Source: an optimization exercise on an open RTL-to-GDS flow (aim: a short achievable clock period and few clock cycles). Production flows keep margins and buffers that such runs may drop.
RTL that was checked went through simulation tests only; none was proved equivalent to the original.
Only the layout flow was run in runs 4 and 5; the RTL was not checked for function there.
No driver is modelled on the clock port, so clocking that relies on it looks cheaper here than on a real chip.
Power and IR drop assume default switching activity.

==> design/flow/design.v <==
module dcpu16_core (
    input  wire         clk,
    input  wire         rst,         
    input  wire         start,       
    output wire         busy,        
    output reg          mem_req,
    output reg          mem_we,
    output reg  [15:0]  mem_addr,
    output reg  [15:0]  mem_wdata,
    input  wire         mem_ready,
    input  wire [15:0]  mem_rdata,
    output wire [127:0] regs,        
    output wire [15:0]  pc,
    output wire [15:0]  sp,
    output wire         o
);
    localparam integer DIVK  = 4;
    reg s_idle, s_f, s_ax, s_am, s_bx, s_bm, s_k, s_w;
    reg [15:0] gpr [0:7];
    reg [15:0] pc_r;
    reg [15:0] sp_r;
    reg        o_r;
    reg [15:0] addr_r;       
    reg [15:0] av, bv;       
    reg [15:0] mav, mbv;     
    reg [15:0] na, nb;       
    reg [15:0] r_and, r_or, r_xor;   
    reg [15:0] r_andn;               
    reg [15:0] r1_p, r1_g;           
    reg [18:0] r_shl2;               
    reg [15:0] r_shr2;               
    reg        r_big;                
    reg        r_anz;                
    reg [15:0] a_loc;        
    reg [5:0]  ca_r, cb_r;   
    reg        exe;          
    reg [7:0]  wr_reg;       
    reg        wr_sp, wr_pc, wr_o, wr_mem;
    reg        slow;         
    reg q_set, q_add, q_sub, q_mul, q_shl, q_shr, q_and, q_bor, q_xor;
    reg f_set, f_add, f_sub, f_div, f_mod, f_shl, f_shr, f_res;
    reg f_and, f_bor, f_xor, f_ife, f_ifn, f_ifg, f_ifb, f_wo;
    reg [15:0] res_r;        
    reg        ores_r;       
    reg [15:0] drem;         
    reg [15:0] dq;           
    reg [15:0] dbv;          
    reg [17:0] db3;          
    reg [3:0]  kcnt;
    reg        bvz;
    assign busy = ~s_idle;
    function c_ext(input [5:0] c);
        c_ext = (c[5:3] == 3'b010) || (c == 6'd30) || (c == 6'd31);
    endfunction
    function c_mem(input [5:0] c);
        c_mem = (c[5:3] == 3'b001) || (c[5:3] == 3'b010) || (c == 6'd24) ||
                (c == 6'd25) || (c == 6'd26) || (c == 6'd30);
    endfunction
    function [15:0] nval(input [5:0] c);
        if (c[5])
            nval = {11'd0, c[4:0]};
        else if (c[4:3] != 2'b11)
            nval = gpr[c[2:0]];
        else if (c == 6'd27)
            nval = sp_r;
        else if (c == 6'd28)
            nval = pc_r;
        else
            nval = {15'd0, o_r};
    endfunction
    function [15:0] maddr(input [5:0] c);
        if (c[4:3] != 2'b11)
            maddr = gpr[c[2:0]];
        else if (c == 6'd26)
            maddr = sp_r - 16'd1;
        else
            maddr = sp_r;
    endfunction
    function has_res(input [3:0] op);
        has_res = (op != 4'd0) && (op < 4'd12);
    endfunction
    function [16:0] ks_carry(input [15:0] g, input [15:0] p, input cin);
        reg [15:0] gg, pp, g2, p2;
        integer k, d;
        begin
            gg = g;
            pp = p;
            gg[0] = g[0] | (p[0] & cin);
            for (d = 1; d < 16; d = d * 2) begin
                g2 = gg;
                p2 = pp;
                for (k = d; k < 16; k = k + 1) begin
                    g2[k] = gg[k] | (pp[k] & gg[k-d]);
                    p2[k] = pp[k] & pp[k-d];
                end
                gg = g2;
                pp = p2;
            end
            ks_carry = {gg, cin};
        end
    endfunction
    wire [16:0] add_c   = ks_carry(r_and, r_xor, 1'b0);
    wire [16:0] sub_c   = ks_carry(r_andn, ~r_xor, 1'b1);
    wire [16:0] add_raw = {add_c[16], r_xor ^ add_c[15:0]};
    wire [16:0] sub_raw = {~sub_c[16], ~r_xor ^ sub_c[15:0]};
    wire        big_sh  = r_big;
    wire [31:0] shl_raw = {13'd0, r_shl2} << {bv[3:2], 2'b00};
    wire [15:0] shr_raw = r_shr2 >> {bv[3:2], 2'b00};
    wire [16:0] madd_raw = {1'b0, mav} + {1'b0, mbv};
    wire [16:0] msub_raw = {1'b0, mav} - {1'b0, mbv};
    wire        mbig_sh  = (mbv[15:4] != 12'd0);
    wire [31:0] mshl_raw = {16'd0, mav} << mbv[3:0];
    wire [15:0] mshr_raw = mav >> mbv[3:0];
    wire [31:0] mul_raw  = mav * mbv;
    wire        mshl_o   = mbig_sh ? (mav != 16'd0) : (mshl_raw[31:16] != 16'd0);
    wire        shl_o   = big_sh ? r_anz : (shl_raw[31:16] != 16'd0);
    wire [15:0] reg_result =
          ({16{f_res}} & res_r)
        | ({16{f_div & ~bvz}} & dq)
        | ({16{f_mod & ~bvz}} & drem);
    wire [15:0] logic_result =
          ({16{f_and}} & r_and)
        | ({16{f_bor}} & r_or)
        | ({16{f_xor}} & r_xor)
        | reg_result;
    wire [15:0] ex_result =
          ({16{f_set}} & bv)
        | ({16{f_add}} & add_raw[15:0])
        | ({16{f_sub}} & sub_raw[15:0])
        | ({16{f_shl & ~big_sh}} & shl_raw[15:0])
        | ({16{f_shr & ~big_sh}} & shr_raw)
        | logic_result;
    wire ex_o = (f_add & add_raw[16])
              | (f_sub & sub_raw[16])
              | (f_shl & shl_o)
              | (f_res & ores_r)
              | (f_div & bvz);
    wire [15:0] k_result =
          ({16{q_set}} & mbv)
        | ({16{q_add}} & madd_raw[15:0])
        | ({16{q_sub}} & msub_raw[15:0])
        | ({16{q_mul}} & mul_raw[15:0])
        | ({16{q_shl & ~mbig_sh}} & mshl_raw[15:0])
        | ({16{q_shr & ~mbig_sh}} & mshr_raw)
        | ({16{q_and}} & (mav & mbv))
        | ({16{q_bor}} & (mav | mbv))
        | ({16{q_xor}} & (mav ^ mbv));
    wire k_o = (q_add & madd_raw[16])
             | (q_sub & msub_raw[16])
             | (q_mul & (mul_raw[31:16] != 16'd0))
             | (q_shl & mshl_o);
    wire a_ne_b  = (r_xor != 16'd0);
    wire ex_skip = (f_ife & a_ne_b)
                 | (f_ifn & ~a_ne_b)
                 | (f_ifg & ~(sub_c[16] & a_ne_b))
                 | (f_ifb & (r_and == 16'd0));
    wire [16:0] sp1_cc = ks_carry(r1_g, r1_p, 1'b0);
    wire [15:0] sub_p1 = r1_p ^ sp1_cc[15:0];
    wire [15:0] set_p1 = bv + 16'd1;
    wire [15:0] log_p1 = logic_result + 16'd1;
    wire [15:0] res_p1 = f_set ? set_p1 : f_sub ? sub_p1 : log_p1;
    wire [15:0] pc_inc1 = pc_r + 16'd1;
    wire [15:0] pc_inc2 = pc_r + 16'd2;
    wire [15:0] new_pc = !exe    ? pc_r :
                         wr_pc   ? res_p1 :
                         ex_skip ? pc_inc2 : pc_inc1;
    wire        new_o  = !exe   ? o_r :
                         wr_o   ? (reg_result != 16'd0) :
                         f_wo   ? ex_o : o_r;
    genvar gi;
    generate
        for (gi = 0; gi < 8; gi = gi + 1) begin : g_out
            assign regs[16*gi +: 16] = wr_reg[gi] ? ex_result : gpr[gi];
        end
    endgenerate
    assign pc = new_pc;
    assign sp = wr_sp ? ex_result : sp_r;
    assign o  = new_o;
    reg [15:0] d0_r, d0_q;
    reg [16:0] d0_t;
    reg [15:0] d4_r, d4_q, d1_r, d1_q;
    reg [17:0] d4_t;
    integer j;
    always @(*) begin
        d0_r = 16'd0;
        d0_q = mav;
        for (j = 0; j < 2; j = j + 1) begin
            d0_t = {d0_r, d0_q[15]};
            if (d0_t >= {1'b0, mbv}) begin
                d0_t = d0_t - {1'b0, mbv};
                d0_q = {d0_q[14:0], 1'b1};
            end else begin
                d0_q = {d0_q[14:0], 1'b0};
            end
            d0_r = d0_t[15:0];
        end
    end
    always @(*) begin
        d4_r = drem;
        d4_q = dq;
        d1_r = drem;
        d1_q = dq;
        for (j = 0; j < 3; j = j + 1) begin
            d4_t = {d4_r, d4_q[15:14]};
            if (d4_t >= db3) begin
                d4_t = d4_t - db3;
                d4_q = {d4_q[13:0], 2'd3};
            end else if (d4_t >= {1'b0, dbv, 1'b0}) begin
                d4_t = d4_t - {1'b0, dbv, 1'b0};
                d4_q = {d4_q[13:0], 2'd2};
            end else if (d4_t >= {2'b0, dbv}) begin
                d4_t = d4_t - {2'b0, dbv};
                d4_q = {d4_q[13:0], 2'd1};
            end else begin
                d4_q = {d4_q[13:0], 2'd0};
            end
            d4_r = d4_t[15:0];
            if (j == 0) begin
                d1_r = d4_r;
                d1_q = d4_q;
            end
        end
    end
    task go_idle;
        begin
            s_idle <= 1'b1;
            exe    <= 1'b1;
        end
    endtask
    task post(input slow_i, input wmem_i, input [15:0] wloc);
        begin
            if (slow_i) begin
                s_k <= 1'b1;
            end else if (wmem_i) begin
                s_w    <= 1'b1;
                addr_r <= wloc;
            end else begin
                go_idle;
            end
        end
    endtask
    task resolve_b(input [5:0] c, input slow_i, input wmem_i, input [15:0] wloc);
        begin
            nb = nval(c);
            if (slow_i) mbv <= nval(c);
            if (c_ext(c)) begin
                s_bx   <= 1'b1;
                addr_r <= pc_r + 16'd1;
                pc_r   <= pc_r + 16'd1;
            end else if (c_mem(c)) begin
                s_bm   <= 1'b1;
                addr_r <= maddr(c);
                if (c == 6'd24) sp_r <= sp_r + 16'd1;
                if (c == 6'd26) sp_r <= sp_r - 16'd1;
            end else begin
                post(slow_i, wmem_i, wloc);
            end
        end
    endtask
    wire [15:0] w  = mem_rdata;
    wire [3:0]  wo = w[3:0];
    wire [5:0]  wa = w[9:4];
    wire [5:0]  wb = w[15:10];
    wire        w_res  = has_res(wo);
    wire        w_slow = (wo == 4'd4) || (wo == 4'd5) || (wo == 4'd6) ||
                         (w_res && wa == 6'd29) ||
                         (wa == 6'd28 && (wo == 4'd2 || wo == 4'd7 || wo == 4'd8));
    integer i;
    always @(posedge clk) begin
        na = av;
        nb = bv;
        if (rst) begin
            s_idle <= 1'b1;
            s_f  <= 1'b0; s_ax <= 1'b0; s_am <= 1'b0; s_bx <= 1'b0;
            s_bm <= 1'b0; s_k  <= 1'b0; s_w  <= 1'b0;
            for (i = 0; i < 8; i = i + 1) gpr[i] <= 16'd0;
            pc_r   <= 16'd0;
            sp_r   <= 16'd0;
            o_r    <= 1'b0;
            addr_r <= 16'd0;
            exe    <= 1'b0;
            wr_reg <= 8'd0;
            wr_sp  <= 1'b0;
            wr_pc  <= 1'b0;
            wr_o   <= 1'b0;
            wr_mem <= 1'b0;
            kcnt   <= 4'd0;
            drem   <= 16'd0;
        end else begin
            exe <= 1'b0;
            if (s_idle) begin
                if (exe) begin
                    for (i = 0; i < 8; i = i + 1)
                        if (wr_reg[i]) gpr[i] <= ex_result;
                    if (wr_sp) sp_r <= ex_result;
                    pc_r <= new_pc;
                    o_r  <= new_o;
                    wr_reg <= 8'd0;
                    wr_sp  <= 1'b0;
                    wr_pc  <= 1'b0;
                    wr_o   <= 1'b0;
                end
                addr_r <= new_pc;
                if (start) begin
                    s_idle <= 1'b0;
                    s_f    <= 1'b1;
                end
            end
            if (s_f && mem_ready) begin
                s_f  <= 1'b0;
                ca_r <= wa;
                cb_r <= wb;
                q_set <= (wo == 4'd1);  q_add <= (wo == 4'd2);
                q_sub <= (wo == 4'd3);  q_mul <= (wo == 4'd4);
                q_shl <= (wo == 4'd7);  q_shr <= (wo == 4'd8);
                q_and <= (wo == 4'd9);  q_bor <= (wo == 4'd10);
                q_xor <= (wo == 4'd11);
                f_set <= !w_slow && (wo == 4'd1);  f_add <= !w_slow && (wo == 4'd2);
                f_sub <= !w_slow && (wo == 4'd3);  f_res <= w_slow && (wo != 4'd5) && (wo != 4'd6);
                f_div <= (wo == 4'd5);  f_mod <= (wo == 4'd6);
                f_shl <= !w_slow && (wo == 4'd7);  f_shr <= !w_slow && (wo == 4'd8);
                f_and <= !w_slow && (wo == 4'd9);  f_bor <= !w_slow && (wo == 4'd10);
                f_xor <= !w_slow && (wo == 4'd11); f_ife <= (wo == 4'd12);
                f_ifn <= (wo == 4'd13); f_ifg <= (wo == 4'd14);
                f_ifb <= (wo == 4'd15);
                f_wo  <= (wo >= 4'd2) && (wo <= 4'd8);
                slow  <= w_slow;
                for (i = 0; i < 8; i = i + 1)
                    wr_reg[i] <= w_res && (wa[5:3] == 3'b000) && (wa[2:0] == i);
                wr_sp  <= w_res && (wa == 6'd27);
                wr_pc  <= w_res && (wa == 6'd28);
                wr_o   <= w_res && (wa == 6'd29);
                wr_mem <= w_res && c_mem(wa);
                na = nval(wa);
                if (w_slow) mav <= nval(wa);
                if (c_ext(wa)) begin
                    s_ax   <= 1'b1;
                    addr_r <= pc_r + 16'd1;
                    pc_r   <= pc_r + 16'd1;
                end else if (c_mem(wa)) begin
                    s_am   <= 1'b1;
                    addr_r <= maddr(wa);
                    if (wa == 6'd24) sp_r <= sp_r + 16'd1;
                    if (wa == 6'd26) sp_r <= sp_r - 16'd1;
                end else begin
                    resolve_b(wb, w_slow, 1'b0, a_loc);
                end
            end
            if (s_ax && mem_ready) begin
                s_ax <= 1'b0;
                if (ca_r[5:3] == 3'b010) begin
                    s_am   <= 1'b1;
                    addr_r <= av + mem_rdata;
                end else if (ca_r == 6'd30) begin
                    s_am   <= 1'b1;
                    addr_r <= mem_rdata;
                end else begin
                    na = mem_rdata;
                    if (slow) mav <= mem_rdata;
                    resolve_b(cb_r, slow, 1'b0, a_loc);
                end
            end
            if (s_am && mem_ready) begin
                s_am  <= 1'b0;
                na    = mem_rdata;
                if (slow) mav <= mem_rdata;
                a_loc <= addr_r;
                resolve_b(cb_r, slow, wr_mem, addr_r);
            end
            if (s_bx && mem_ready) begin
                s_bx <= 1'b0;
                if (cb_r[5:3] == 3'b010) begin
                    s_bm   <= 1'b1;
                    addr_r <= bv + mem_rdata;
                end else if (cb_r == 6'd30) begin
                    s_bm   <= 1'b1;
                    addr_r <= mem_rdata;
                end else begin
                    nb = mem_rdata;
                    if (slow) mbv <= mem_rdata;
                    post(slow, wr_mem, a_loc);
                end
            end
            if (s_bm && mem_ready) begin
                s_bm <= 1'b0;
                nb   = mem_rdata;
                if (slow) mbv <= mem_rdata;
                post(slow, wr_mem, a_loc);
            end
            if (s_k) begin
                kcnt <= kcnt + 4'd1;
                bvz  <= (mbv == 16'd0);
                if (f_res) begin
                    res_r  <= k_result;
                    ores_r <= k_o;
                end
                if (kcnt == 4'd0) begin
                    drem <= d0_r;
                    dq   <= d0_q;
                    dbv  <= mbv;
                    db3  <= {2'b0, mbv} + {1'b0, mbv, 1'b0};
                end else if (kcnt == DIVK - 1) begin
                    drem <= d1_r;
                    dq   <= d1_q;
                end else begin
                    drem <= d4_r;
                    dq   <= d4_q;
                end
                if (f_res || kcnt == DIVK - 1) begin
                    s_k  <= 1'b0;
                    kcnt <= 4'd0;
                    if (wr_mem) begin
                        s_w    <= 1'b1;
                        addr_r <= a_loc;
                    end else begin
                        go_idle;
                    end
                end
            end
            if (s_w && mem_ready) begin
                s_w <= 1'b0;
                go_idle;
            end
        end
        av     <= na;
        bv     <= nb;
        r_and  <= na & nb;
        r_or   <= na | nb;
        r_xor  <= na ^ nb;
        r_andn <= na & ~nb;
        r1_p   <= (na ^ ~nb ^ 16'h0002) ^
                  {((na[14:0] & ~nb[14:0]) | ((na[14:0] ^ ~nb[14:0]) & 15'h0002)), 1'b0};
        r1_g   <= (na ^ ~nb ^ 16'h0002) &
                  {((na[14:0] & ~nb[14:0]) | ((na[14:0] ^ ~nb[14:0]) & 15'h0002)), 1'b0};
        r_shl2 <= {3'd0, na} << nb[1:0];
        r_shr2 <= na >> nb[1:0];
        r_big  <= (nb[15:4] != 12'd0);
        r_anz  <= (na != 16'd0);
    end
    always @(*) begin
        mem_req   = s_f | s_ax | s_am | s_bx | s_bm | s_w;
        mem_we    = s_w;
        mem_addr  = addr_r;
        mem_wdata = ex_result;
    end
endmodule
==> design/flow/flow/run.sh <==
#!/bin/bash
set -euo pipefail
MARGIN=$(cat flow/margin.txt)
bash standard.sh SETUP_SLACK_MARGIN=$MARGIN finish > standard_flow.log 2>&1
==> design/flow/flow/margin.txt <==
24
==> design/flow/standard.sh <==
#!/bin/bash
# synth_recipe.tcl (not shown) runs the flow's synth.tcl, then flattens the netlist and writes it again
# the make line also repeats each setting of config.mk as NAME=value (left out here)
make -C /OpenROAD-flow-scripts/flow DESIGN_CONFIG=/design/flow/config.mk WORK_HOME=/design/flow/orfs CLKGATE_MAP_FILE= SYNTH_SCRIPT=/design/flow/synth_recipe.tcl "${@:-finish}"
==> design/flow/config.mk <==
export PLATFORM = sky130hd
export DESIGN_NAME = dcpu16_core
export DESIGN_NICKNAME = dcpu16_core
export VERILOG_FILES = /design/flow/design.v
export SDC_FILE = /design/flow/constraint.sdc
export NUM_CORES = 4
export LEC_CHECK = 0
export CAP_MARGIN = 20
export CORE_MARGIN = 2
export CORE_UTILIZATION = 40
export PLACE_DENSITY = 0.6
export SLEW_MARGIN = 20
==> design/flow/constraint.sdc <==
create_clock -name core_clock -period 33.0 [get_ports {clk}]
set_input_delay 6.6000 -clock core_clock [delete_from_list [all_inputs] [get_ports {clk}]]
set_output_delay 6.6000 -clock core_clock [all_outputs]
set_load 0.01 [all_outputs]
==> results of run 1 <==
[logic make-up (layout without fill, tap and decap cells)]
group | count (synthesis) | count (layout) | synth area share
AOI/OAI and AO/OA | 2512 | 2512 | 0.272
xor gates and xnor gates | 318 | 318 | 0.0476
adders and majority gates | 666 | 666 | 0.169
buffers and inverters | 1118 | 1864 | 0.0722
DFF | 534 | 534 | 0.209
muxes | 215 | 215 | 0.0422
other | 0 | 6 | 0
and+or+nand+nor | 2509 | 2512 | 0.188
[layout make-up]
class                           instances  share of cell area
Antenna cell                            6            0.000191
Tap cell                             1917              0.0306
Clock inverter                         34             0.00490
Timing Repair inverter                  1           0.0000638
Timing Repair Buffer                 1158               0.151
Sequential cell                       534               0.156
Clock buffer                           92              0.0251
Multi-Input combinational cell       6223               0.602
Inverter                              579              0.0297
[placed cells by master, fill, tap and decap left out, drive strengths merged, types with 29 or more instances in the layout]
cell type and instances:
nand2 891, nand3 120, nor4 45, a22oi 86, mux2i 166, fa 209
clkinv 32, a211oi 95, o31ai 38, clkbuf 115, a21o 87, a21oi 817
xnor2 223, o22ai 79, o21a 43, and3 51, clkinvlp 32, inv 546
ha 457, clkdlybuf4s50 48, a21boi 30, nand2b 68, o211ai 100, or3 38
and2 39, dfxtp 381, nor2 904, nand4 57, a222oi 30, a221oi 79
o21bai 36, buf 1057, o221ai 46, nor2b 56, a31oi 85, edfxtp 153
nor3 153, xor2 95, o21ai 603, a22o 29
[timing repair]
action / 4_1_cts / 5_1_grt
pin swaps: 271 / 312
hold buffers: 0 / 0
hold endpoints to repair: 0 / 0
cloned: 30 / 17
buffers inserted: 430 / 260
gates resized for setup: 1281 / 677
setup endpoints to repair: 450 / 382
[worst max-delay path, delay by kind of cell (launching register included)]
family	cells	cell delay (ps)
AO/OA/AOI/OAI	5	1660
XOR/XNOR	1	170
flip-flops	1	430
buffers and inverters	4	690
AND/OR/NAND/NOR	4	580
[power breakdown]
group / internal, mW / leakage, nW / total, mW / switching, mW
combinational: 1.40 / 26.4 / 3.29 / 1.89
sequential: 0.769 / 4.56 / 0.911 / 0.143
clock: 0.457 / 1.14 / 0.802 / 0.345
[worst min path at each step]
stage               startpoint   endpoint  slack (ps)  cells after the start
CTS                  gpr[4][1]  gpr[4][1]         480                      2
finish               gpr[4][1]  gpr[4][1]         480                      2
global route         gpr[4][1]  gpr[4][1]         500                      2
global placement     gpr[2][3]  gpr[2][3]         460                      2
floorplan            gpr[2][3]  gpr[2][3]         450                      2
detailed placement   gpr[4][1]  gpr[4][1]         470                      2
[per-stage QoR]
| stage | util | setup WS (ps) |
|---|---|---|
| final | 0.539 | 22200 |
| after global routing | 0.539 | 22240 |
| after CTS | 0.503 | 22310 |
| after detailed placement | 0.437 | 21310 |
| after global placement | 0.437 | 21460 |
| after floorplan | - | 23570 |
[per-layer routing]
layer / vias up / track usage / wire length (um)
li1: 29500 / - / -
met1: 32900 / 0.495 / 119000
met2: 4669 / 0.613 / 136000
met3: 1449 / 0.0920 / 34700
met4: 0 / 0.334 / 34000
met5: - / 0 / 0
==> results by group, run 1 <==
Drt
  – ANT nets after route: 0
  – DR vias: 68500
  – Wirelength per Cell: 30.7 um
  – Pre-antenna DRT Iters: 9
  – Initial DRC count: 9245
  – Via/cell ratio: 6.50
  – DRC: 0
  – WL final: 324000 um

Placement
  – Placed insts: 9674
  – Dpl cell area: 63700 um2
  – PortBufs: 215
  – Routability cong.: 1.05
  – DP HPWL: 219000 um

Clock tree
  – Reg clk slew, reported paths: 60 ps
  – Htree depth: 3
  – Max Buffers Root-to-Sink: 3
  – Clk sinks: 534
  – CTS root buf: clkbuf_16
  – CTS tree: yes
  – CTS Buf Count: 68
  – Skew-Pair Late Insertion Delay: 690 ps

Floorplan
  – Standard-cell rows: 140
  – Die Wd: 387 um
  – Starting Density: 0.402
  – I/O pin cnt: 216
  – Die height: 387 um
  – Die area: 150000 um2
  – Core area: 146000 um2

STA
  – Setup TNS: 0 ps
  – Final setup fails: 0
  – Min Tclk post-route: 10800 ps
  – WHS: 480 ps
  – Fin crit share: 0.327
  – Slew headroom: 0.232
  – Layout Skew: 45.7 ps
  – Fmax: 92.6 MHz
  – RSZ-0062 raised after global routing: true
  – Worst Tran Pin Value: 1150 ps
  – Final Hold Vio Count: 0
  – Fin. max-slew vios: 0

Power and ir drop
  – Final Power: 5.00 mW
  – Peak VDD IR: 110 uV
  – PwrDens: 63.8 nW/um2
  – Pleak: 32.1 nW

Worst setup path
  – Worst-path fanout max: 6
  – Crit path kind: flip-flop to output port
  – Worst setup path end: pc[15]
  – CP arrival: 4200 ps
  – FF-to-FF End: drem[7]
  – Worst r2r path cells: 45
  – Worst Setup SP: f_bor
  – Reg2Reg Setup Slack: 24220 ps
  – Worst path max stage delay: 850 ps
  – Slowest cell on crit path: a222oi_1
  – R2R Path Start: dq[14]
  – CP required: 26400 ps
  – Cell breakdown of the critical path: buf_12 -> a222oi_1 -> nand4_1 -> buf_6 -> o211ai_1 -> buf_4 -> nor4_4 -> nand3_1 -> nand3b_1 -> xnor2_2 -> o21ai_0 -> a31oi_1 -> o221a_4 -> clkbuf_2
  – Crit path launch type: flip-flop
  – Crit path capture type: output port

Final layout
  – Final Instance Area: 78500 um2
  – # fillers: 13600
  – Final non-filler cell total: 10500
  – Reg area: 12300 um2
  – Final net count: 9251
  – Area of the multi-input gates: 47300 um2
  – Area delta synth->final: 34.0%
  – Biggest register: gpr
  – Share of layout cells above drive strength 1: 0.247
  – Max FFs per register: 128
  – Largest regs: gpr (128), r_shl2 (19), db3 (18)

Yosys
  – Unique masters post-synth: 111
  – Area share of the largest cell type after synthesis: 0.130
  – Post-synthesis async set-or-reset flop share: 0
  – Yosys warnings: 2
  – Mapped cell area: 58600 um2
  – Seq/Total Area, Yosys: 0.209
  – Synth Net Count: 8558
  – Post-synth top area cell: dfxtp_1
  – Top post-synthesis cells by area: dfxtp_1 13%, ha_1 9.8%, edfxtp_1 7.8%
  – Count leader, synth: nor2_1
  – Yosys reg bits: 534
  – Top cells by count, synth: 902 x nor2_1, 889 x nand2_1, 815 x a21oi_1, 580 x o21ai_0, 564 x inv_1
  – Avg Inst Size Synth: 7.44 um2
  – Syn Inst Count: 7872
  – Commonest register cell after synthesis: dfxtp_1
  – Post-synth EDFFs: 153

GRT
  – Initial antenna violation count: 7
  – Global route total overflow: 0
  – Gr usage total: 0.407
  – Largest net degree at the start of global routing: 93
  – First-pass GRT wire length: 450000 um
  – Number of global-route vias before repair: 63700

Min path
  – Hold WC Path Type: flip-flop to flip-flop

Run
  – Max-cap violations: 0

Outcome
  – Status: timing/DRC/antenna clean
Testbench counts, summed over its fixed seeds: cycles 466,988.
==> run 2: changes to the inputs <==
--- a/design/flow/design.v
+++ b/design/flow/design.v
@@ -15,5 +15,5 @@
     output wire         o
 );
-    localparam integer DIVK  = 4;
+    localparam integer DIVK  = 3;
     reg s_idle, s_f, s_ax, s_am, s_bx, s_bm, s_k, s_w;
     reg [15:0] gpr [0:7];
@@ -177,49 +177,30 @@
     assign sp = wr_sp ? ex_result : sp_r;
     assign o  = new_o;
-    reg [15:0] d0_r, d0_q;
-    reg [16:0] d0_t;
-    reg [15:0] d4_r, d4_q, d1_r, d1_q;
-    reg [17:0] d4_t;
-    integer j;
-    always @(*) begin
-        d0_r = 16'd0;
-        d0_q = mav;
-        for (j = 0; j < 2; j = j + 1) begin
-            d0_t = {d0_r, d0_q[15]};
-            if (d0_t >= {1'b0, mbv}) begin
-                d0_t = d0_t - {1'b0, mbv};
-                d0_q = {d0_q[14:0], 1'b1};
-            end else begin
-                d0_q = {d0_q[14:0], 1'b0};
-            end
-            d0_r = d0_t[15:0];
-        end
-    end
-    always @(*) begin
-        d4_r = drem;
-        d4_q = dq;
-        d1_r = drem;
-        d1_q = dq;
-        for (j = 0; j < 3; j = j + 1) begin
-            d4_t = {d4_r, d4_q[15:14]};
-            if (d4_t >= db3) begin
-                d4_t = d4_t - db3;
-                d4_q = {d4_q[13:0], 2'd3};
-            end else if (d4_t >= {1'b0, dbv, 1'b0}) begin
-                d4_t = d4_t - {1'b0, dbv, 1'b0};
-                d4_q = {d4_q[13:0], 2'd2};
-            end else if (d4_t >= {2'b0, dbv}) begin
-                d4_t = d4_t - {2'b0, dbv};
-                d4_q = {d4_q[13:0], 2'd1};
+    function [31:0] r4_step(input [15:0] r, input [15:0] q, input [15:0] b, input [17:0] b3);
+        reg [17:0] t;
+        reg [1:0]  d;
+        begin
+            t = {r, q[15:14]};
+            if (t >= b3) begin
+                t = t - b3;
+                d = 2'd3;
+            end else if (t >= {1'b0, b, 1'b0}) begin
+                t = t - {1'b0, b, 1'b0};
+                d = 2'd2;
+            end else if (t >= {2'b0, b}) begin
+                t = t - {2'b0, b};
+                d = 2'd1;
             end else begin
-                d4_q = {d4_q[13:0], 2'd0};
-            end
-            d4_r = d4_t[15:0];
-            if (j == 0) begin
-                d1_r = d4_r;
-                d1_q = d4_q;
+                d = 2'd0;
             end
+            r4_step = {t[15:0], q[13:0], d};
         end
-    end
+    endfunction
+    wire [17:0] mb3 = {2'b0, mbv} + {1'b0, mbv, 1'b0};
+    wire [31:0] d0a = r4_step(16'd0, mav, mbv, mb3);
+    wire [31:0] d0  = r4_step(d0a[31:16], d0a[15:0], mbv, mb3);
+    wire [31:0] d4a = r4_step(drem, dq, dbv, db3);
+    wire [31:0] d4b = r4_step(d4a[31:16], d4a[15:0], dbv, db3);
+    wire [31:0] d4  = r4_step(d4b[31:16], d4b[15:0], dbv, db3);
     task go_idle;
         begin
@@ -396,14 +377,11 @@
                 end
                 if (kcnt == 4'd0) begin
-                    drem <= d0_r;
-                    dq   <= d0_q;
+                    drem <= d0[31:16];
+                    dq   <= d0[15:0];
                     dbv  <= mbv;
-                    db3  <= {2'b0, mbv} + {1'b0, mbv, 1'b0};
-                end else if (kcnt == DIVK - 1) begin
-                    drem <= d1_r;
-                    dq   <= d1_q;
+                    db3  <= mb3;
                 end else begin
-                    drem <= d4_r;
-                    dq   <= d4_q;
+                    drem <= d4[31:16];
+                    dq   <= d4[15:0];
                 end
                 if (f_res || kcnt == DIVK - 1) begin
==> results by group, run 2 <==
Clock tree
  – Htree depth: 3 (unchanged)
  – CTS tree: yes
  – Skew-Pair Late Insertion Delay: 710 ps (+20 ps)
  – Post-CTS Hold Buffers: 0 (unchanged)
  – CTS Buf Count: 68 (unchanged)
  – CTS root buf: clkbuf_16
  – Clk sinks: 534 (unchanged)
  – Max Buffers Root-to-Sink: 3 (unchanged)
  – Reg clk slew, reported paths: 60 ps (about the same)

STA
  – Layout Skew: 61.9 ps (+16.3 ps)
  – Fin. max-slew vios: 0 (unchanged)
  – Final Hold Vio Count: 0 (unchanged)
  – Fmax: 96.4 MHz (+4.1%)
  – RSZ-0062 raised after global routing: true
  – Setup TNS: 0 ps (unchanged)
  – PnR worst setup slack: 22630 ps (+429 ps)
  – WHS: 486 ps (+5.83 ps)
  – Fin crit share: 0.314 (-0.0130)
  – Final setup fails: 0 (unchanged)
  – Min Tclk post-route: 10370 ps (-429 ps)
  – Slew headroom: 0.163 (-0.0698)
  – Worst Tran Pin Value: 1260 ps (+108 ps)

Yosys
  – Top post-synthesis cells by area: dfxtp_1 12%, ha_1 10%, edfxtp_1 7.5%
  – Commonest register cell after synthesis: dfxtp_1
  – Post-synthesis async set-or-reset flop share: 0 (unchanged)
  – Avg Inst Size Synth: 7.46 um2 (+0.25%)
  – Synth Net Count: 8997 (+5.1%)
  – Unique masters post-synth: 107 (-3.6%)
  – Yosys reg bits: 534 (unchanged)
  – Top cells by count, synth: 966 x nor2_1, 857 x nand2_1, 806 x a21oi_1, 577 x inv_1, 548 x o21ai_0
  – Count leader, synth: nor2_1
  – Area share of the largest cell type after synthesis: 0.124 (-0.00652)
  – Post-synth EDFFs: 153 (unchanged)
  – Mapped cell area: 61700 um2 (+5.3%)
  – Yosys warnings: 2 (unchanged)
  – Post-synth top area cell: dfxtp_1
  – Seq/Total Area, Yosys: 0.198 (-0.0104)
  – Syn Inst Count: 8266 (+5.0%)

Power and ir drop
  – Power share of the sequential group: 0.173 (-0.009)
  – PwrDens: 64.1 nW/um2 (+0.56%)
  – Switching pwr: 2.58 mW (+8.5%)
  – Final Power: 5.29 mW (+5.8%)
  – Peak VDD IR: 208 uV (+89%)
  – Pleak: 33.3 nW (+3.6%)
  – Comb pwr share: 0.674 (+0.017)
  – Sw frac: 0.488 (+0.0122)
  – Int Pwr: 2.71 mW (+3.3%)
  – Clock group share of total power: 0.153 (-0.007)

Drt
  – WL met3: 39400 um (+13%)
  – Via/cell ratio: 6.58 (+1.3%)
  – WL final: 356000 um (+9.9%)
  – Initial DRC count: 10100 (+9.6%)
  – DR vias: 72800 (+6.3%)
  – ANT nets after route: 0 (unchanged)
  – Wirelength per Cell: 32.1 um (+4.7%)
  – Pre-antenna DRT Iters: 9 (unchanged)
  – DR WL met2: 150000 um (+10%)
  – DR top layer: met5
  – M1 WL: 127000 um (+6.8%)
  – DRC: 0 (unchanged)

Worst setup path
  – Crit path kind: flip-flop to output port
  – CP required: 26400 ps (about the same)
  – Worst-path fanout max: 11 (+5)
  – FF-to-FF End: ores_r
  – Worst path max stage delay: 390 ps (-460 ps)
  – R2R Path Start: mbv[1]
  – Slowest cell on crit path: edfxtp_1
  – Crit path launch type: flip-flop
  – Crit-path most repeated cell: buf_6
  – Cell breakdown of the critical path: buf_6 -> nand3b_1 -> nand4_1 -> nand3_1 -> nor4b_4 -> buf_6 -> nand2_8 -> xor2_1 -> o21ai_1 -> a211oi_2 -> a21oi_2 -> a21oi_4 -> a21oi_4 -> buf_6
  – CP arrival: 3770 ps (-430 ps)
  – Crit path capture type: output port
  – Reg2Reg Setup Slack: 24230 ps (about the same)
  – Worst r2r path cells: 27 (-40%)

Floorplan
  – Starting Density: 0.402 (-0.000712)
  – Die area: 157000 um2 (+5.2%)
  – I/O pin cnt: 216 (unchanged)
  – Die Wd: 397 um (+2.6%)
  – Die height: 397 um (+2.6%)
  – Standard-cell rows: 144 (+2.9%)
  – Core area: 154000 um2 (+5.5%)

Run
  – Max-cap violations: 0 (unchanged)

Final layout
  – Most frequent cells in the layout: 911 x nor2_1, 828 x nand2_1, 624 x buf_4
  – Area delta synth->final: 33.8% (about the same)
  – Share of layout cells above drive strength 1: 0.250 (+0.00254)
  – Fin util: 0.538 (-0.00142)
  – Most common cell after layout, fill and taps aside: nor2_1
  – Max FFs per register: 128 (unchanged)
  – Final Instance Area: 82500 um2 (+5.2%)
  – Final non-filler cell total: 11100 (+5.0%)
  – Largest regs: gpr (128), r_shl2 (19), db3 (18)
  – # fillers: 14500 (+6.5%)
  – Final net count: 9695 (+4.8%)
  – Biggest register: gpr

Min path
  – Hold WC Path Type: flip-flop to flip-flop
  – Hold EP: gpr[1][8]
  – Worst Hold Launch: gpr[1][8]
  – WHS Path Cells: 2 (unchanged)

GRT
  – Largest net degree at the start of global routing: 69 (-26%)
  – Global route total overflow: 0 (unchanged)
  – Gr usage total: 0.429 (+0.0223)
  – Initial antenna violation count: 18 (+11)
  – Number of global-route vias before repair: 68700 (+7.8%)
  – First-pass GRT wire length: 494000 um (+9.8%)

Placement
  – Dpl cell area: 66900 um2 (+5.1%)
  – Placed insts: 10200 (+5.6%)
  – PortBufs: 215 (unchanged)
  – Routability cong.: 1.08 (+2.9%)
  – DP HPWL: 241000 um (+10%)
  – Dpl ws: 21370 ps (+63.2 ps)

Outcome
  – Status: timing/DRC/antenna clean
run 2: changes by cell type in the layout (fill, tap and decap cells not counted), sizes merged, moves of 24 or more:
cell	previous run	this run
xor2	95	148
o21a	43	71
nor2	904	966
a211oi	95	137
mux2	26	56
nor3	153	185
nand2	891	857
o21ai	603	563
a31oi	85	61
buf	1057	1103
ha	457	498
o221ai	46	71
run 2: power by group through the flow:
stage               Combinational (mW)  Sequential [mW]  Clock [mW]
floorplan                         1.94            0.831           0
global placement                  2.74            0.909           0
detailed placement                2.76            0.908           0
CTS                               3.24            0.901       0.806
global route                      3.83            0.913       0.830
finish                            3.57            0.914       0.811
run 2: cell families after synthesis:
| group | share of synthesized area |
|---|---|
| flops | 0.198 |
| simple gates | 0.193 |
| compound gates | 0.275 |
| xor+xnor | 0.0521 |
| fa+ha+maj | 0.170 |
| buf+inv | 0.0700 |
| mux | 0.0415 |
run 2: worst max path at each step:
| stage | start | end | slack, ps |
|---|---|---|---|
| finish | bvz | pc[15] | 22630 |
| global placement | mem_rdata[14] | r_shl2[3] | 20930 |
| floorplan | mem_rdata[10] | r1_p[1] | 23580 |
| CTS | r_andn[0] | pc[6] | 22600 |
| detailed placement | mem_rdata[14] | r_shl2[12] | 21370 |
| global route | bvz | pc[15] | 22510 |
run 2: critical path: cells and delay by family (launching register included):
family,cells,cell delay [ps]
AOI/OAI and AO/OA,5,850
DFF,1,390
buffers and inverters,3,530
xor gates and xnor gates,1,150
and+or+nand+nor,5,1160
run 2: area by class of cell:
type / count / area (um2) / area share
multi-input combinational: 6600 / 50700 / 0.615
sequential: 534 / 12300 / 0.149
timing repair buffer: 1166 / 12100 / 0.147
tap: 2044 / 2560 / 0.0310
inverter: 592 / 2460 / 0.0298
clock buffer: 96 / 1990 / 0.0242
clock inverter: 28 / 327 / 0.00396
antenna: 8 / 20.0 / 0.000243
timing repair inverter: 2 / 15.0 / 0.000182
run 2: what timing repair did:
action	in CTS	in global routing
gates resized for setup	1705	639
cloned	43	8
setup buffers	467	204
endpoints found under the setup margin	444	371
pin swaps	225	272
run 2: layer usage:
layer | vias up | GRT usage
met3 | 1668 | 0.116
met4 | 20 | 0.367
met2 | 5219 | 0.651
met5 | - | 0.00585
met1 | 34800 | 0.500
li1 | 31100 | -
Testbench counts of run 2, summed over its fixed seeds: cycles 462,108.
==> run 3: changes to the inputs <==
==> design/flow/flow/run.sh (replaced) <==
#!/bin/bash
set -euo pipefail
MARGIN=$(cat flow/margin.txt)
bash standard.sh SETUP_SLACK_MARGIN=$MARGIN POST_CTS_TCL=$PWD/flow/extra_cts.tcl finish > standard_flow.log 2>&1
==> design/flow/flow/extra_cts.tcl (new file) <==
# More setup repair passes after CTS's own, then legalize again.
estimate_parasitics -placement
repair_timing_helper -setup
detailed_placement
estimate_parasitics -placement
repair_timing_helper -setup
detailed_placement
check_placement -verbose
==> results by group, run 3 <==
Yosys
  – Yosys reg bits: 534 (unchanged)
  – Seq/Total Area, Yosys: 0.198 (unchanged)
  – Syn Inst Count: 8266 (unchanged)
  – Count leader, synth: nor2_1
  – Avg Inst Size Synth: 7.46 um2 (unchanged)
  – Mapped cell area: 61700 um2 (unchanged)
  – Yosys warnings: 2 (unchanged)
  – Area share of the largest cell type after synthesis: 0.124 (unchanged)
  – Synth Net Count: 8997 (unchanged)
  – Post-synth top area cell: dfxtp_1
  – Commonest register cell after synthesis: dfxtp_1
  – Post-synth EDFFs: 153 (unchanged)
  – Post-synthesis async set-or-reset flop share: 0 (unchanged)
  – Unique masters post-synth: 107 (unchanged)
  – Top cells by count, synth: 966 x nor2_1, 857 x nand2_1, 806 x a21oi_1, 577 x inv_1, 548 x o21ai_0
  – Top post-synthesis cells by area: dfxtp_1 12%, ha_1 10%, edfxtp_1 7.5%

Worst setup path
  – Crit path launch type: flip-flop
  – Crit path kind: flip-flop to output port
  – Crit path capture type: output port
  – Reg2Reg Setup Slack: 24220 ps (about the same)
  – Worst-path fanout max: 4 (-7)
  – CP required: 26400 ps (about the same)
  – CP arrival: 3970 ps (+200 ps)

Placement
  – Routability cong.: 1.08 (unchanged)
  – Placed insts: 10200 (unchanged)
  – DP HPWL: 241000 um (unchanged)
  – Dpl ws: 21370 ps (unchanged)
  – Dpl cell area: 66900 um2 (unchanged)
  – PortBufs: 215 (unchanged)

STA
  – Final setup fails: 0 (unchanged)
  – Fin crit share: 0.320 (+0.00603)
  – PnR worst setup slack: 22430 ps (-199 ps)
  – Final Hold Vio Count: 0 (unchanged)
  – Slew headroom: 0.123 (-0.0398)
  – Worst Tran Pin Value: 1310 ps (+56.9 ps)
  – Setup TNS: 0 ps (unchanged)
  – Fmax: 94.6 MHz (-1.9%)
  – Min Tclk post-route: 10570 ps (+199 ps)
  – WHS: 483 ps (-2.44 ps)
  – Fin. max-slew vios: 0 (unchanged)
  – Layout Skew: 68.1 ps (+6.13 ps)
  – RSZ-0062 raised after global routing: true

Final layout
  – Most common cell after layout, fill and taps aside: nor2_1
  – Fin util: 0.558 (+0.0199)
  – Max FFs per register: 128 (unchanged)
  – Share of layout cells above drive strength 1: 0.279 (+0.0291)
  – Final net count: 9855 (+1.7%)
  – Area delta synth->final: 38.8%
  – Largest regs: gpr (128), r_shl2 (19), db3 (18)
  – Area of the multi-input gates: 51800 um2 (+2.2%)
  – Final non-filler cell total: 11200 (+1.4%)
  – Most frequent cells in the layout: 898 x nor2_1, 819 x nand2_1, 698 x buf_4
  – # fillers: 14000 (-3.0%)
  – Final Instance Area: 85600 um2 (+3.7%)
  – Biggest register: gpr
  – Reg area: 12300 um2 (+0.11%)

Floorplan
  – Die area: 157000 um2 (unchanged)
  – I/O pin cnt: 216 (unchanged)
  – Die Wd: 397 um (unchanged)
  – Core area: 154000 um2 (unchanged)
  – Starting Density: 0.402 (unchanged)
  – Die height: 397 um (unchanged)
  – Standard-cell rows: 144 (unchanged)

Power and ir drop
  – Final Power: 5.47 mW (+3.3%)
  – Peak VDD IR: 211 uV (+1.7%)
  – PwrDens: 63.9 nW/um2 (-0.35%)
  – Pleak: 34.4 nW (+3.4%)

GRT
  – Largest net degree at the start of global routing: 69 (unchanged)
  – Initial antenna violation count: 15 (-3)
  – Global route total overflow: 0 (unchanged)
  – First-pass GRT wire length: 503000 um (+1.9%)
  – Number of global-route vias before repair: 70200 (+2.3%)
  – Gr usage total: 0.438 (+0.00859)

Drt
  – WL final: 362000 um (+1.9%)
  – Wirelength per Cell: 32.3 um (+0.43%)
  – DR vias: 74200 (+1.8%)
  – Pre-antenna DRT Iters: 9 (unchanged)
  – Via/cell ratio: 6.61 (+0.39%)
  – ANT nets after route: 0 (unchanged)
  – Initial DRC count: 10700 (+5.2%)
  – DRC: 0 (unchanged)

Clock tree
  – Clk sinks: 534 (unchanged)
  – Reg clk slew, reported paths: 60 ps (about the same)
  – Skew-Pair Late Insertion Delay: 750 ps (+40 ps)
  – CTS tree: yes

Run
  – Max-cap violations: 0 (unchanged)

Outcome
  – Status: timing/DRC/antenna clean

Min path
  – Hold WC Path Type: flip-flop to flip-flop
run 3: critical path, cell delays in order (launching register included):
cell	delay, ps
dfxtp_1	310
a21o_1	180
a21oi_1	240
o21bai_1	100
a21oi_1	210
o21ai_1	210
a21oi_2	280
a21oi_1	110
xor2_1	720
a21oi_2	160
mux2i_2	270
o221a_2	330
buf_6	130
run 3: power by group:
| part | internal (mW) | total [mW] | leakage, nW | switching (mW) |
|---|---|---|---|---|
| clock network | 0.465 | 0.816 | 1.12 | 0.351 |
| registers | 0.771 | 0.922 | 4.52 | 0.151 |
| logic | 1.57 | 3.73 | 28.8 | 2.16 |
| total | 2.81 | 5.47 | 34.4 | 2.66 |
run 3: worst paths after layout:
check,startpoint,cells after the start,end
setup / recovery,r1_g[1],12,pc[14]
hold / removal,gpr[1][8],2,gpr[1][8]
setup reg to reg,mbv[6],25,ores_r
hold reg to reg,gpr[1][8],2,gpr[1][8]
run 3: routing by layer:
metal,share of wire,vias to the layer above,global-route usage
met5,0.00046,-,0.00523
met4,0.11,10,0.385
met3,0.12,1873,0.129
met2,0.42,5504,0.659
met1,0.35,35300,0.505
li1,-,31500,-
run 3: final cells by class:
type | instances | area share
Multi-Input combinational cell | 6598 | 0.606
Timing Repair Buffer | 1329 | 0.164
Sequential cell | 534 | 0.144
Tap cell | 2044 | 0.0299
Inverter | 592 | 0.0289
Clock buffer | 96 | 0.0233
Clock inverter | 28 | 0.00382
Antenna cell | 8 | 0.000234
Timing Repair inverter | 1 | 0.0000877
run 3: logic make-up (layout without fill, tap and decap cells):
group	after synthesis	count (layout)	share of synthesized area
AND/OR/NAND/NOR	2662	2664	0.193
AO/OA/AOI/OAI	2632	2633	0.275
buffers and inverters	1139	2046	0.0700
adder cells (fa/ha/maj)	711	711	0.170
flip-flops	534	534	0.198
XOR/XNOR	367	367	0.0521
multiplexers	221	223	0.0415
other	0	8	0
==> run 4: changes to the inputs <==
--- a/design/flow/design.v
+++ b/design/flow/design.v
@@ -25,6 +25,8 @@
     reg [15:0] mav, mbv;     
     reg [15:0] na, nb;       
-    reg [15:0] r_and, r_or, r_xor;   
-    reg [15:0] r_andn;               
+    reg [15:0] r_and, r_xor;         
+    reg [15:0] r_lg;                 
+    reg [15:0] r_ag, r_ap;           
+    reg        r_sub;                
     reg [15:0] r1_p, r1_g;           
     reg [18:0] r_shl2;               
@@ -100,8 +102,7 @@
         end
     endfunction
-    wire [16:0] add_c   = ks_carry(r_and, r_xor, 1'b0);
-    wire [16:0] sub_c   = ks_carry(r_andn, ~r_xor, 1'b1);
-    wire [16:0] add_raw = {add_c[16], r_xor ^ add_c[15:0]};
-    wire [16:0] sub_raw = {~sub_c[16], ~r_xor ^ sub_c[15:0]};
+    wire [16:0] ar_c    = ks_carry(r_ag, r_ap, r_sub);
+    wire [15:0] ar_sum  = r_ap ^ ar_c[15:0];
+    wire        ar_co   = ar_c[16];
     wire        big_sh  = r_big;
     wire [31:0] shl_raw = {13'd0, r_shl2} << {bv[3:2], 2'b00};
@@ -119,18 +120,12 @@
         | ({16{f_div & ~bvz}} & dq)
         | ({16{f_mod & ~bvz}} & drem);
-    wire [15:0] logic_result =
-          ({16{f_and}} & r_and)
-        | ({16{f_bor}} & r_or)
-        | ({16{f_xor}} & r_xor)
-        | reg_result;
+    wire [15:0] logic_result = r_lg | reg_result;
     wire [15:0] ex_result =
-          ({16{f_set}} & bv)
-        | ({16{f_add}} & add_raw[15:0])
-        | ({16{f_sub}} & sub_raw[15:0])
+          ({16{f_add | f_sub}} & ar_sum)
         | ({16{f_shl & ~big_sh}} & shl_raw[15:0])
         | ({16{f_shr & ~big_sh}} & shr_raw)
         | logic_result;
-    wire ex_o = (f_add & add_raw[16])
-              | (f_sub & sub_raw[16])
+    wire ex_o = (f_add & ar_co)
+              | (f_sub & ~ar_co)
               | (f_shl & shl_o)
               | (f_res & ores_r)
@@ -153,11 +148,10 @@
     wire ex_skip = (f_ife & a_ne_b)
                  | (f_ifn & ~a_ne_b)
-                 | (f_ifg & ~(sub_c[16] & a_ne_b))
+                 | (f_ifg & ~(ar_co & a_ne_b))
                  | (f_ifb & (r_and == 16'd0));
     wire [16:0] sp1_cc = ks_carry(r1_g, r1_p, 1'b0);
     wire [15:0] sub_p1 = r1_p ^ sp1_cc[15:0];
-    wire [15:0] set_p1 = bv + 16'd1;
     wire [15:0] log_p1 = logic_result + 16'd1;
-    wire [15:0] res_p1 = f_set ? set_p1 : f_sub ? sub_p1 : log_p1;
+    wire [15:0] res_p1 = f_sub ? sub_p1 : log_p1;
     wire [15:0] pc_inc1 = pc_r + 16'd1;
     wire [15:0] pc_inc2 = pc_r + 16'd2;
@@ -247,4 +241,10 @@
                          (w_res && wa == 6'd29) ||
                          (wa == 6'd28 && (wo == 4'd2 || wo == 4'd7 || wo == 4'd8));
+    wire ld_f   = s_f & mem_ready;
+    wire n_set  = ld_f ? (!w_slow && wo == 4'd1)  : f_set;
+    wire n_and  = ld_f ? (!w_slow && wo == 4'd9)  : f_and;
+    wire n_bor  = ld_f ? (!w_slow && wo == 4'd10) : f_bor;
+    wire n_xor  = ld_f ? (!w_slow && wo == 4'd11) : f_xor;
+    wire n_subm = ld_f ? (wo == 4'd3 || wo == 4'd14) : (f_sub | f_ifg);
     integer i;
     always @(posedge clk) begin
@@ -404,7 +404,10 @@
         bv     <= nb;
         r_and  <= na & nb;
-        r_or   <= na | nb;
         r_xor  <= na ^ nb;
-        r_andn <= na & ~nb;
+        r_lg   <= ({16{n_set}} & nb) | ({16{n_and}} & (na & nb)) |
+                  ({16{n_bor}} & (na | nb)) | ({16{n_xor}} & (na ^ nb));
+        r_sub  <= n_subm;
+        r_ag   <= n_subm ? (na & ~nb) : (na & nb);
+        r_ap   <= n_subm ? ~(na ^ nb) : (na ^ nb);
         r1_p   <= (na ^ ~nb ^ 16'h0002) ^
                   {((na[14:0] & ~nb[14:0]) | ((na[14:0] ^ ~nb[14:0]) & 15'h0002)), 1'b0};
==> design/flow/flow/run.sh (replaced) <==
#!/bin/bash
set -euo pipefail
MARGIN=$(cat flow/margin.txt)
bash standard.sh SETUP_SLACK_MARGIN=$MARGIN finish > standard_flow.log 2>&1
removed: design/flow/flow/extra_cts.tcl
==> results by group, run 4 <==
Clock tree
  – Skew-Pair Late Insertion Delay: 730 ps (-20 ps)
  – CTS tree: yes
  – CTS root buf: clkbuf_16
  – Reg clk slew, reported paths: 60 ps (about the same)
  – CTS Buf Count: 69
  – Max Buffers Root-to-Sink: 3
  – Htree depth: 3
  – Clk sinks: 551 (+3.2%)

Yosys
  – Synth Net Count: 8851 (-1.6%)
  – Area share of the largest cell type after synthesis: 0.129 (+0.00539)
  – Seq/Total Area, Yosys: 0.204 (+0.00532)
  – Xor/xnor share of the synthesized area: 0.0512 (-0.000923)
  – Avg Inst Size Synth: 7.60 um2 (+1.9%)
  – Post-synth top area cell: dfxtp_1
  – Top cells by count, synth: 912 x nor2_1, 841 x nand2_1, 807 x a21oi_1, 520 x inv_1, 497 x ha_1
  – Commonest register cell after synthesis: dfxtp_1
  – Count leader, synth: nor2_1
  – Mux cell area share after synthesis: 0.0461 (+0.00464)
  – Synth Area in Simple Gates: 0.190 (-0.00297)
  – Mapped cell area: 61700 um2 (about the same)
  – Post-synthesis compound-gate area fraction: 0.274 (-0.00112)
  – Largest family of logic cells by synthesized area: compound AO/OA/AOI/OAI gates
  – Post-synth EDFFs: 153 (unchanged)
  – Top post-synthesis cells by area: dfxtp_1 13%, ha_1 10%, edfxtp_1 7.4%
  – Post-synthesis adder-cell area fraction: 0.170 (-0.000372)
  – Post-synthesis async set-or-reset flop share: 0 (unchanged)
  – Syn Inst Count: 8121 (-1.8%)
  – Unique masters post-synth: 114 (+6.5%)
  – Yosys reg bits: 551 (+3.2%)
  – Yosys warnings: 2 (unchanged)

STA
  – Fmax: 91.6 MHz (-3.2%)
  – WHS: 503 ps (+19.5 ps)
  – Slew headroom: 0.0730 (-0.0498)
  – Layout Skew: 90.5 ps (+22.4 ps)
  – PnR worst setup slack: 22080 ps (-345 ps)
  – RSZ-0062 raised after global routing: true
  – Min Tclk post-route: 10920 ps (+345 ps)
  – Setup TNS: 0 ps (unchanged)
  – Fin. max-slew vios: 0 (unchanged)
  – Worst Tran Pin Value: 1390 ps (+77.4 ps)
  – Fin crit share: 0.331 (+0.0105)
  – Final Hold Vio Count: 0 (unchanged)
  – Final setup fails: 0 (unchanged)

Drt
  – Via/cell ratio: 6.61 (about the same)
  – WL final: 359000 um (-0.95%)
  – DRC: 0 (unchanged)
  – Wirelength per Cell: 33.2 um (+3.0%)
  – Initial DRC count: 9411 (-12%)
  – DR vias: 71400 (-3.7%)
  – Pre-antenna DRT Iters: 7 (-2)
  – ANT nets after route: 0 (unchanged)

Final layout
  – Final Instance Area: 80900 um2 (-5.5%)
  – Area of the multi-input gates: 50600 um2 (-2.4%)
  – Most common cell after layout, fill and taps aside: nor2_1
  – Final non-filler cell total: 10800 (-3.8%)
  – Final net count: 9425 (-4.4%)
  – Largest regs: gpr (128), r_shl2 (19), db3 (18)
  – Share of layout cells above drive strength 1: 0.235 (-0.0434)
  – # fillers: 14400 (+2.7%)
  – Max FFs per register: 128 (unchanged)
  – Reg area: 12600 um2 (+2.2%)
  – Most frequent cells in the layout: 854 x nor2_1, 813 x nand2_1, 598 x a21oi_1
  – Biggest register: gpr
  – Area delta synth->final: 31.1%

Floorplan
  – Die Wd: 397 um (about the same)
  – Starting Density: 0.402 (about the same)
  – Core area: 154000 um2 (+0.12%)
  – I/O pin cnt: 216 (unchanged)
  – Die area: 157000 um2 (about the same)
  – Standard-cell rows: 144 (unchanged)
  – Die height: 397 um (about the same)

Placement
  – Placed insts: 10000 (-1.6%)
  – Routability cong.: 1.07 (-0.78%)
  – Dpl cell area: 66800 um2 (-0.12%)
  – DP HPWL: 245000 um (+1.8%)
  – Dpl ws: 21170 ps (-200 ps)
  – PortBufs: 215 (unchanged)

Worst setup path
  – Crit path launch type: flip-flop
  – Cell breakdown of the critical path: and4_1 -> nand2_1 -> nor2_1 -> nand3_1 -> xor2_1 -> mux2i_1 -> o211a_1 -> nand2b_4 -> buf_6
  – Worst-path fanout max: 11 (+7)
  – Crit path capture type: output port
  – Crit path kind: flip-flop to output port
  – CP arrival: 4320 ps (+350 ps)
  – WP buf/inv: 1 (unchanged)
  – Slowest cell on crit path: dfxtp_1
  – CP required: 26400 ps (about the same)
  – Crit path max-delay family: simple AND/OR/NAND/NOR gates
  – Worst path max stage delay: 1070 ps (+350 ps)

GRT
  – First-pass GRT wire length: 495000 um (-1.6%)
  – Met2 GRT Util: 0.655 (-0.00393)
  – Initial antenna violation count: 12 (-3)
  – Largest net degree at the start of global routing: 158 (+130%)
  – Number of global-route vias before repair: 66400 (-5.5%)
  – Met1 global-route usage: 0.516 (+0.0115)
  – Global Route met3 Usage: 0.115 (-0.0143)
  – Gr usage total: 0.434 (-0.00376)
  – Global route total overflow: 0 (unchanged)
  – GRT Max-Usage Layer: met2

Power and ir drop
  – Pleak: 32.7 nW (-4.9%)
  – Peak VDD IR: 154 uV (-27%)
  – PwrDens: 61.1 nW/um2 (-4.4%)

Run
  – Max-cap violations: 0 (unchanged)

Min path
  – Hold WC Path Type: flip-flop to flip-flop

Outcome
  – Status: timing/DRC/antenna clean
==> run 4: cell types whose count changed in the layout (fill, tap and decap cells not counted), moves of 36 or more <==
cell / before / now
o21ai_0: 438 / 391
nor2_1: 898 / 854
buf_12: 121 / 78
buf_6: 347 / 216
dfxtp_1: 341 / 389
buf_4: 698 / 529
a21oi_1: 544 / 598
a21oi_2: 121 / 85
==> run 4: layer usage <==
metal | vias to the layer above | part of all wire
li1 | 30500 | -
met1 | 34400 | 0.36
met2 | 5010 | 0.42
met3 | 1506 | 0.11
met4 | 14 | 0.10
met5 | - | 0.00040
==> run 4: final timing paths <==
check,start,endpoint,slack [ps],depth (start not counted)
setup / recovery,pc_r[3],pc[10],22080,9
hold reg to reg,gpr[6][11],gpr[6][11],500,2
hold / removal,gpr[6][11],gpr[6][11],500,2
setup reg to reg,dq[14],drem[6],24200,38
==> run 4: area by class of cell <==
cell class | count | area share
multi-input cells | 6511 | 0.625
flip-flops and latches | 551 | 0.156
repair buffers | 1022 | 0.130
well taps | 2044 | 0.0316
inverters | 539 | 0.0265
clock buffers | 101 | 0.0262
clock inverters | 27 | 0.00475
diodes | 8 | 0.000248
repair inverters | 1 | 0.000139
==> run 4: cell families after synthesis <==
kind of cell | count (synthesis)
simple gates | 2589
mux | 248
fa+ha+maj | 710
flops | 551
buf+inv | 1066
xor+xnor | 360
compound gates | 2597
==> run 4: metrics by stage <==
step,util,power [mW]
floorplan,-,2.66
global route,0.526,5.21
CTS,0.499,4.66
finish,0.526,4.94
global placement,0.435,3.45
detailed placement,0.435,3.46
==> run 4: tightest hold or removal path, delay by kind of cell (launching register included) <==
family | cells | cell delay, ps
AND/OR/NAND/NOR | 1 | 60
flip-flops | 1 | 340
AO/OA/AOI/OAI | 1 | 50
==> run 4: what timing repair did <==
item                                    in CTS  in global routing
cloned                                      32                  8
resized for setup                         1618                561
endpoints found under the setup margin     465                343
hold endpoints to repair                     0                  0
pin swaps                                  212                243
setup buffers                              369                210
hold buffers                                 0                  0
==> run 4: power breakdown <==
group          total (mW)  switching, mW  internal (mW)
Clock               0.849          0.363          0.486
Sequential          0.943          0.142          0.802
Combinational        3.15           1.85           1.30
Total                4.94           2.36           2.58
==> run 5: changes to the inputs <==
--- a/design/flow/design.v
+++ b/design/flow/design.v
@@ -29,5 +29,4 @@
     reg [15:0] r_ag, r_ap;           
     reg        r_sub;                
-    reg [15:0] r1_p, r1_g;           
     reg [18:0] r_shl2;               
     reg [15:0] r_shr2;               
@@ -150,8 +149,6 @@
                  | (f_ifg & ~(ar_co & a_ne_b))
                  | (f_ifb & (r_and == 16'd0));
-    wire [16:0] sp1_cc = ks_carry(r1_g, r1_p, 1'b0);
-    wire [15:0] sub_p1 = r1_p ^ sp1_cc[15:0];
     wire [15:0] log_p1 = logic_result + 16'd1;
-    wire [15:0] res_p1 = f_sub ? sub_p1 : log_p1;
+    wire [15:0] res_p1 = log_p1;
     wire [15:0] pc_inc1 = pc_r + 16'd1;
     wire [15:0] pc_inc2 = pc_r + 16'd2;
@@ -240,10 +237,10 @@
     wire        w_slow = (wo == 4'd4) || (wo == 4'd5) || (wo == 4'd6) ||
                          (w_res && wa == 6'd29) ||
-                         (wa == 6'd28 && (wo == 4'd2 || wo == 4'd7 || wo == 4'd8));
+                         (wa == 6'd28 && (wo == 4'd2 || wo == 4'd3 || wo == 4'd7 || wo == 4'd8));
     wire ld_f   = s_f & mem_ready;
-    wire n_set  = ld_f ? (!w_slow && wo == 4'd1)  : f_set;
-    wire n_and  = ld_f ? (!w_slow && wo == 4'd9)  : f_and;
-    wire n_bor  = ld_f ? (!w_slow && wo == 4'd10) : f_bor;
-    wire n_xor  = ld_f ? (!w_slow && wo == 4'd11) : f_xor;
+    wire n_set  = ld_f ? (wo == 4'd1)  : f_set;
+    wire n_and  = ld_f ? (wo == 4'd9)  : f_and;
+    wire n_bor  = ld_f ? (wo == 4'd10) : f_bor;
+    wire n_xor  = ld_f ? (wo == 4'd11) : f_xor;
     wire n_subm = ld_f ? (wo == 4'd3 || wo == 4'd14) : (f_sub | f_ifg);
     integer i;
@@ -410,8 +407,4 @@
         r_ag   <= n_subm ? (na & ~nb) : (na & nb);
         r_ap   <= n_subm ? ~(na ^ nb) : (na ^ nb);
-        r1_p   <= (na ^ ~nb ^ 16'h0002) ^
-                  {((na[14:0] & ~nb[14:0]) | ((na[14:0] ^ ~nb[14:0]) & 15'h0002)), 1'b0};
-        r1_g   <= (na ^ ~nb ^ 16'h0002) &
-                  {((na[14:0] & ~nb[14:0]) | ((na[14:0] ^ ~nb[14:0]) & 15'h0002)), 1'b0};
         r_shl2 <= {3'd0, na} << nb[1:0];
         r_shr2 <= na >> nb[1:0];
==> design/flow/flow/margin.txt (replaced) <==
23
==> results by group, run 5 <==
Outcome
  – Status: timing/DRC/antenna clean

Clock tree
  – CTS root buf: clkbuf_16
  – Reg clk slew, reported paths: 60 ps (about the same)
  – Htree depth: 2 (-1)
  – Skew-Pair Late Insertion Delay: 710 ps (-20 ps)
  – Max Buffers Root-to-Sink: 3 (unchanged)
  – CTS tree: yes
  – Clk sinks: 521 (-5.4%)
  – CTS Buf Count: 61 (-12%)
  – Post-CTS Hold Buffers: 0 (unchanged)

Final layout
  – Most common cell after layout, fill and taps aside: nor2_1
  – # fillers: 14600 (+1.1%)
  – Final non-filler cell total: 10100 (-6.8%)
  – Largest regs: gpr (128), r_shl2 (19), db3 (18)
  – Final net count: 8800 (-6.6%)
  – Area of the multi-input gates: 45800 um2 (-9.5%)
  – Area delta synth->final: 17.7%
  – Most frequent cells in the layout: 901 x nor2_1, 892 x nand2_1, 707 x a21oi_1
  – Share of layout cells above drive strength 1: 0.140 (-0.0957)
  – Biggest register: gpr
  – Max FFs per register: 128 (unchanged)
  – Reg area: 12000 um2 (-4.7%)

Worst setup path
  – Reg2Reg Setup Slack: 23420 ps (-780 ps)
  – Crit-path most repeated cell: a21oi_4
  – FF-to-FF End: drem[8]
  – Crit path kind: flip-flop to output port
  – Crit path capture type: output port
  – CP required: 26400 ps (about the same)
  – Slowest cell on crit path: or3_4
  – R2R Path Start: db3[0]
  – Worst-path fanout max: 6 (-5)
  – Cell breakdown of the critical path: ha_4 -> or2_4 -> ha_4 -> o21a_4 -> o21ai_4 -> a21oi_4 -> or3_4 -> a21oi_4 -> o21bai_1 -> a21oi_1 -> xnor2_1 -> a21oi_4 -> buf_12 -> buf_16 -> buf_6 -> a21oi_4 -> buf_2
  – CP arrival: 3970 ps (-350 ps)
  – Crit path launch type: flip-flop
  – Worst r2r path cells: 34 (-11%)
  – Worst path max stage delay: 350 ps (-720 ps)

Yosys
  – Synth Net Count: 8647 (-2.3%)
  – Post-synthesis async set-or-reset flop share: 0 (unchanged)
  – Unique masters post-synth: 127 (+11%)
  – Yosys warnings: 2 (unchanged)
  – Top cells by count, synth: 924 x nor2_1, 907 x nand2_1, 854 x a21oi_1, 508 x inv_1, 481 x ha_1
  – Post-synth EDFFs: 153 (unchanged)
  – Yosys reg bits: 521 (-5.4%)
  – Post-synth top area cell: dfxtp_1
  – Count leader, synth: nor2_1
  – Syn Inst Count: 7933 (-2.3%)
  – Commonest register cell after synthesis: dfxtp_1
  – Mapped cell area: 59700 um2 (-3.3%)
  – Area share of the largest cell type after synthesis: 0.123 (-0.00564)
  – Avg Inst Size Synth: 7.52 um2 (-1.0%)
  – Seq/Total Area, Yosys: 0.200 (-0.00308)
  – Top post-synthesis cells by area: dfxtp_1 12%, ha_1 10%, edfxtp_1 7.7%

Placement
  – DP HPWL: 223000 um (-9.2%)
  – PortBufs: 215 (unchanged)
  – Placed insts: 9729 (-3.2%)
  – Routability cong.: 1.06 (-0.66%)

Floorplan
  – Die Wd: 390 um (-1.7%)
  – Starting Density: 0.403 (+0.00156)
  – Standard-cell rows: 141 (-2.1%)
  – Die area: 152000 um2 (-3.3%)
  – Die height: 390 um (-1.7%)
  – I/O pin cnt: 216 (unchanged)
  – Core area: 148000 um2 (-3.7%)

STA
  – Layout Skew: 48.9 ps (-41.6 ps)
  – Worst Tran Pin Value: 1210 ps (-175 ps)
  – Fin. max-slew vios: 0 (unchanged)
  – Slew headroom: 0.189 (+0.116)
  – Final setup fails: 0 (unchanged)
  – Final Hold Vio Count: 0 (unchanged)
  – Min Tclk post-route: 10570 ps (-350 ps)
  – Setup TNS: 0 ps (unchanged)
  – Fin crit share: 0.320 (-0.0106)
  – RSZ-0062 raised after global routing: true
  – Fmax: 94.6 MHz (+3.3%)

Power and ir drop
  – Pleak: 28.5 nW (-13%)
  – PwrDens: 63.6 nW/um2 (+4.2%)
  – Peak VDD IR: 122 uV (-21%)

Drt
  – Pre-antenna DRT Iters: 8 (+1)
  – Initial DRC count: 9241 (-1.8%)
  – Wirelength per Cell: 30.7 um (-7.5%)
  – Via/cell ratio: 6.55 (-0.97%)
  – WL final: 310000 um (-14%)
  – DRC: 0 (unchanged)
  – ANT nets after route: 0 (unchanged)
  – DR vias: 65900 (-7.7%)

Min path
  – Hold WC Path Type: flip-flop to flip-flop
  – WHS Path Cells: 2 (unchanged)
  – Hold EP: gpr[3][12]
  – Worst Hold Launch: gpr[3][12]

GRT
  – Initial antenna violation count: 11 (-1)
  – Largest net degree at the start of global routing: 85 (-46%)
  – First-pass GRT wire length: 434000 um (-12%)
  – Global route total overflow: 0 (unchanged)
  – Number of global-route vias before repair: 61200 (-7.9%)
  – Gr usage total: 0.386 (-0.0473)

Run
  – Max-cap violations: 0 (unchanged)
run 5: repair_timing:
action / in CTS / in global routing
pin swaps: 82 / 90
gates resized for setup: 771 / 431
gates cloned: 6 / 8
endpoints found under the setup margin: 336 / 269
endpoints found under the hold margin: 0 / 0
setup buffers: 121 / 85
run 5: where the power goes:
| group | internal [mW] | switching, mW |
|---|---|---|
| Combinational | 1.14 | 1.77 |
| Clock | 0.411 | 0.309 |
| Sequential | 0.739 | 0.104 |
| Total | 2.29 | 2.18 |
run 5: worst max path at each step:
stage	start	to	cells after the start
4_1_cts	r_sub	pc[14]	15
6_report	r_sub	regs[42]	17
3_3_place_gp	mem_rdata[3]	mbv[7]	13
5_1_grt	r_ap[0]	regs[42]	17
3_5_place_dp	mem_rdata[3]	mbv[15]	13
2_1_floorplan	mem_rdata[10]	r_lg[3]	18
run 5: kinds of logic (layout without fill, tap and decap cells):
group                      count (synthesis)  in the layout  synth area share
AOI/OAI and AO/OA                       2518           2520             0.274
buffers and inverters                   1055           1256            0.0684
and+or+nand+nor                         2559           2559             0.189
xor gates and xnor gates                 345            345            0.0506
DFF                                      521            521             0.200
muxes                                    241            241            0.0457
adders and majority gates                694            694             0.172
other                                      0              4                 0
run 5: per-stage QoR:
step | power [mW] | util | setup WS [ps] | hold slack [ps] | instance area [um2]
after CTS | 4.27 | 0.461 | 22490 | 502 | 68300
after detailed placement | 3.30 | 0.430 | 21220 | 495 | 63700
final | 4.47 | 0.475 | 22430 | 517 | 70300
after floorplan | 2.50 | - | 23100 | 459 | 59700
after global placement | 3.29 | 0.430 | 21320 | 483 | 63700
after global routing | 4.74 | 0.475 | 22380 | 525 | 70200
run 5: final cells by class:
cell class | count | area share
Sequential cell | 521 | 0.171
Inverter | 528 | 0.0287
Antenna cell | 4 | 0.000142
Clock inverter | 24 | 0.00388
Tap cell | 1930 | 0.0344
Timing Repair Buffer | 614 | 0.0848
Clock buffer | 89 | 0.0257
Timing Repair inverter | 1 | 0.0000712
Multi-Input combinational cell | 6359 | 0.652
run 5: layer usage:
layer  GRT usage  routed length [um]
met4       0.286               29100
met2       0.590              132000
met3      0.0932               34400
met1       0.472              114000
met5           0                 294
run 5: worst max-delay path: cells and delay by family, from the launching register on:
family,cells,cell delay (ps)
AO/OA/AOI/OAI,8,1180
XOR/XNOR,1,200
AND/OR/NAND/NOR,2,590
buffers and inverters,4,650
adder cells (fa/ha/maj),2,320
flip-flops,1,330

afterwards: timing with drivers on the ports:
The flow's constraints put no driver on any port. The routed layouts listed below were extracted and timed again, unchanged, in two steps. Step 1, drivers: a clkbuf_16 drives clk and a buf_2 each remaining input, both assumed. Step 2 times the ports against the registers' clock, not the clock port: input delays grow and output delays shrink by t, the midpoint of the rising clock arrivals with the driver on. a / b / c = ideal / step 1 / step 2; a / b = the first two.
run	t, ns	setup WS [ns]
run 1	0.751	22.198 / 22.112 / 22.863
run 2	0.772	22.627 / 22.532 / 22.200
run 3	0.812	22.428 / 22.330 / 22.677
run 4	0.783	22.082 / 21.988 / 22.604
run 5	0.763	22.432 / 22.351 / 22.099
After both steps every run listed still meets setup and hold.
